What follows belongs to an exercise in optimizing a design on an open flow for small area, a short achievable clock period and few clock cycles per item; a production flow would make more cautious choices. Power is estimated from default activity; no workload was simulated.

==> flow/design.v (excerpt) <==
module isg_qmod_unit (
    input  wire        clk,
    input  wire        rst,         
    input  wire        start,       
    input  wire        op,          
    input  wire        variant,     
    input  wire        bit_in,      
    input  wire [31:0] coef_in,     
    input  wire [31:0] qstep,       
    output wire        ready,
    output reg         done,        
    output wire [63:0] coef_out,    
    output reg         bit_out      
);
    wire [31:0] q_in = variant ? 32'h0001_0000 : qstep;
    wire        s_in = coef_in[31];
    wire [30:0] m_in = coef_in[30:0] ^ {31{s_in}};
    wire [31:0] M_in = op ? {m_in, s_in} : {1'b0, m_in};
    wire [4:0] im, iq;
    msb32 u_msbm (.x(M_in), .idx(im));
    msb32 u_msbq (.x(q_in), .idx(iq));
    reg        v0;
    reg [31:0] m0, q0;
    reg [4:0]  im0, iq0;
    reg        bit0, s0;
    wire [5:0] dbl = {1'b0, im0} - {1'b0, iq0};
    wire [4:0] sh0 = dbl[5] ? 5'd0 : dbl[4:0];
    wire       one0 = (im0 <= iq0);         
    reg        v1;          
    reg        first;       
    reg [4:0]  cnt;         
    reg        bitr, sr;
    reg        qprev;       
    reg [31:0] remr;        
    reg [31:0] dr;          
    reg [33:0] acc;         
    reg  last;              
    reg  lb0, lb1;          
    wire free1 = ~v1 | last;                
    reg  ready_r;
    assign ready = ready_r;
  ...
Size: ~140 I/O pins, about 0.014 sq mm of cells after synthesis.
==> module isg_qmod_unit, before the edit <==
module isg_qmod_unit (
    input  wire        clk,
    input  wire        rst,         
    input  wire        start,       
    input  wire        op,          
    input  wire        variant,     
    input  wire        bit_in,      
    input  wire [31:0] coef_in,     
    input  wire [31:0] qstep,       
    output wire        ready,
    output reg         done,        
    output wire [63:0] coef_out,    
    output reg         bit_out      
);
    wire [31:0] q_in = variant ? 32'h0001_0000 : qstep;
    wire        s_in = coef_in[31];
    wire [30:0] m_in = coef_in[30:0] ^ {31{s_in}};
    wire [31:0] M_in = op ? {m_in, s_in} : {1'b0, m_in};
    wire [4:0] im, iq;
    msb32 u_msbm (.x(M_in), .idx(im));
    msb32 u_msbq (.x(q_in), .idx(iq));
    reg        v0;
    reg [31:0] m0, q0;
    reg [4:0]  im0, iq0;
    reg        bit0, s0;
    wire [5:0] dbl = {1'b0, im0} - {1'b0, iq0};
    wire [4:0] sh0 = dbl[5] ? 5'd0 : dbl[4:0];
    wire       one0 = (im0 <= iq0);         
    reg        v1;          
    reg        first;       
    reg [4:0]  cnt;         
    reg        bitr, sr;
    reg        qprev;       
    reg [31:0] remr;        
    reg [31:0] dr;          
    reg [33:0] acc;         
    reg  last;              
    reg  lb0, lb1;          
    wire free1 = ~v1 | last;                
    reg  ready_r;
    assign ready = ready_r;
    wire       acc_n  = ready & start & ~rst;            
    wire       v1_n   = ~rst & (free1 ? v0 : v1);        
    wire [4:0] cnt_n  = free1 ? sh0 : cnt - 5'd1;        
    wire       one_in = (im <= iq);                      
    wire       ready_n = acc_n ? one_in : (~v1_n | (cnt_n[4:1] == 4'd0));
    wire last_n = free1 ? one0 : (cnt == 5'd1);
    wire bit_n  = free1 ? bit0 : bitr;
    wire [32:0] t  = {1'b0, remr} - {1'b0, dr};
    wire        qb = ~t[32];
    wire [33:0] a    = first ? 34'd0 : acc;
    wire [33:0] dsel = lb0 ? {1'b0, dr, 1'b0} : {2'b00, dr};
    wire [33:0] sum  = a + (dsel ^ {34{sr}}) + {33'd0, sr};
    wire        take = qb | lb1;
    always @(posedge clk) begin
        m0      <= M_in;
        q0      <= q_in;
        im0     <= im;
        iq0     <= iq;
        bit0    <= bit_in;
        s0      <= s_in;
        acc     <= take ? sum : a;
        bit_out <= (~first & qprev) ^ qb;
        qprev   <= qb;
        ready_r <= ready_n;
        last    <= last_n;
        lb0     <= last_n & ~bit_n;
        lb1     <= last_n & bit_n;
        if (free1) begin
            remr <= m0;
            dr   <= q0 << sh0;
            bitr <= bit0;
            sr   <= s0;
            cnt  <= sh0;
        end else begin
            remr <= qb ? t[31:0] : remr;
            dr   <= {1'b0, dr[31:1]};
            cnt  <= cnt - 5'd1;
        end
        if (rst) begin
            v0    <= 1'b0;
            v1    <= 1'b0;
            done  <= 1'b0;
            first <= 1'b0;
        end else begin
            v0    <= ready & start;
            done  <= v1 & last;
            first <= free1 & v0;
            if (free1)
                v1 <= v0;
        end
    end
    assign coef_out = {{30{acc[33]}}, acc};
endmodule
export LEC_CHECK = 0
export ABC_AREA = 1
export CAP_MARGIN = 20
export CORE_MARGIN = 2
export CORE_UTILIZATION = 50
export PLACE_DENSITY = 0.7
export SLEW_MARGIN = 20
create_clock -name core_clock -period 11.0 [get_ports {clk}]
standard.sh (not shown) runs the stock make flow with config.mk's settings and CLKGATE_MAP_FILE= SYNTH_SCRIPT=/design/flow/synth_recipe.tcl, a recipe that flattens the netlist after the stock synthesis.
==> flow/flow/run.sh <==
#!/bin/bash
set -e
export BUFFER_PORTS_ARGS="-buffer_cell sky130_fd_sc_hd__buf_2"
export SETUP_SLACK_MARGIN=6.5
bash standard.sh > standard.log 2>&1
Change:
--- a/flow/design.v
+++ b/flow/design.v
@@ -32,42 +32,29 @@
     reg        bitr, sr;
     reg        qprev;       
     reg [31:0] remr;        
     reg [31:0] dr;          
     reg [33:0] acc;         
-    reg  last;              
-    reg  lb0, lb1;          
+    wire last  = (cnt == 5'd0);
     wire free1 = ~v1 | last;                
-    reg  ready_r;
-    assign ready = ready_r;
-    wire       acc_n  = ready & start & ~rst;            
-    wire       v1_n   = ~rst & (free1 ? v0 : v1);        
-    wire [4:0] cnt_n  = free1 ? sh0 : cnt - 5'd1;        
-    wire       one_in = (im <= iq);                      
-    wire       ready_n = acc_n ? one_in : (~v1_n | (cnt_n[4:1] == 4'd0));
-    wire last_n = free1 ? one0 : (cnt == 5'd1);
-    wire bit_n  = free1 ? bit0 : bitr;
+    assign ready = v0 ? one0 : (~v1 | (cnt[4:1] == 4'd0));
     wire [32:0] t  = {1'b0, remr} - {1'b0, dr};
     wire        qb = ~t[32];
     wire [33:0] a    = first ? 34'd0 : acc;
-    wire [33:0] dsel = lb0 ? {1'b0, dr, 1'b0} : {2'b00, dr};
+    wire [33:0] dsel = (last & ~bitr) ? {1'b0, dr, 1'b0} : {2'b00, dr};
     wire [33:0] sum  = a + (dsel ^ {34{sr}}) + {33'd0, sr};
-    wire        take = qb | lb1;
+    wire        take = qb | (last & bitr);
     always @(posedge clk) begin
         m0      <= M_in;
         q0      <= q_in;
         im0     <= im;
         iq0     <= iq;
         bit0    <= bit_in;
         s0      <= s_in;
         acc     <= take ? sum : a;
         bit_out <= (~first & qprev) ^ qb;
         qprev   <= qb;
-        ready_r <= ready_n;
-        last    <= last_n;
-        lb0     <= last_n & ~bit_n;
-        lb1     <= last_n & bit_n;
         if (free1) begin
             remr <= m0;
             dr   <= q0 << sh0;
             bitr <= bit0;
             sr   <= s0;
=>
- wire length decreases by about 7%
- area after synthesis is lower by 1.1%
- clock-buffer cell count shrinks by 2
- fmax rose by about 5.4%
- clock power drops by 5.6%
- cell count shrinks by 2.9%
- synthesized cell count shrinks by 1.9%
- core utilization fell by 3.7 points
- hold slack stays flat
- global-route usage barely changes
- combinational power went up by about 18%
- via count went down by about 4%
No functional check of the RTL was part of any run of this note.

[re-timing with driven ports]
The results above use ideal ports. As a check the final layouts listed here were re-extracted and re-timed, cells and wires unchanged. Step 1 (the two cells are an assumption about what drives the block):
set clk [get_ports {clk}]
set_driving_cell -lib_cell sky130_fd_sc_hd__clkbuf_16 $clk
set_driving_cell -lib_cell sky130_fd_sc_hd__buf_2 [delete_from_list [all_inputs] $clk]
Step 2, shift: input delay + t, output delay - t, t = (earliest + latest rising clock arrival at the registers) / 2. This alone moves slack from input paths to output paths. a / b / c = no drivers / after step 1 / after step 2; a / b = the first two.
run | shift t [ns] | setup WS [ns] | worst slew at a driven data input, ns
the first run | 0.480 | 6.458 / 6.218 / 5.737 | 0.35
the second run | 0.485 | 6.692 / 6.641 / 6.283 | 0.06
After both steps every run listed still meets setup and hold. For the first run, which loses most, drivers alone change the setup slack by -0.240 ns; drivers and shift together by -0.721 ns.
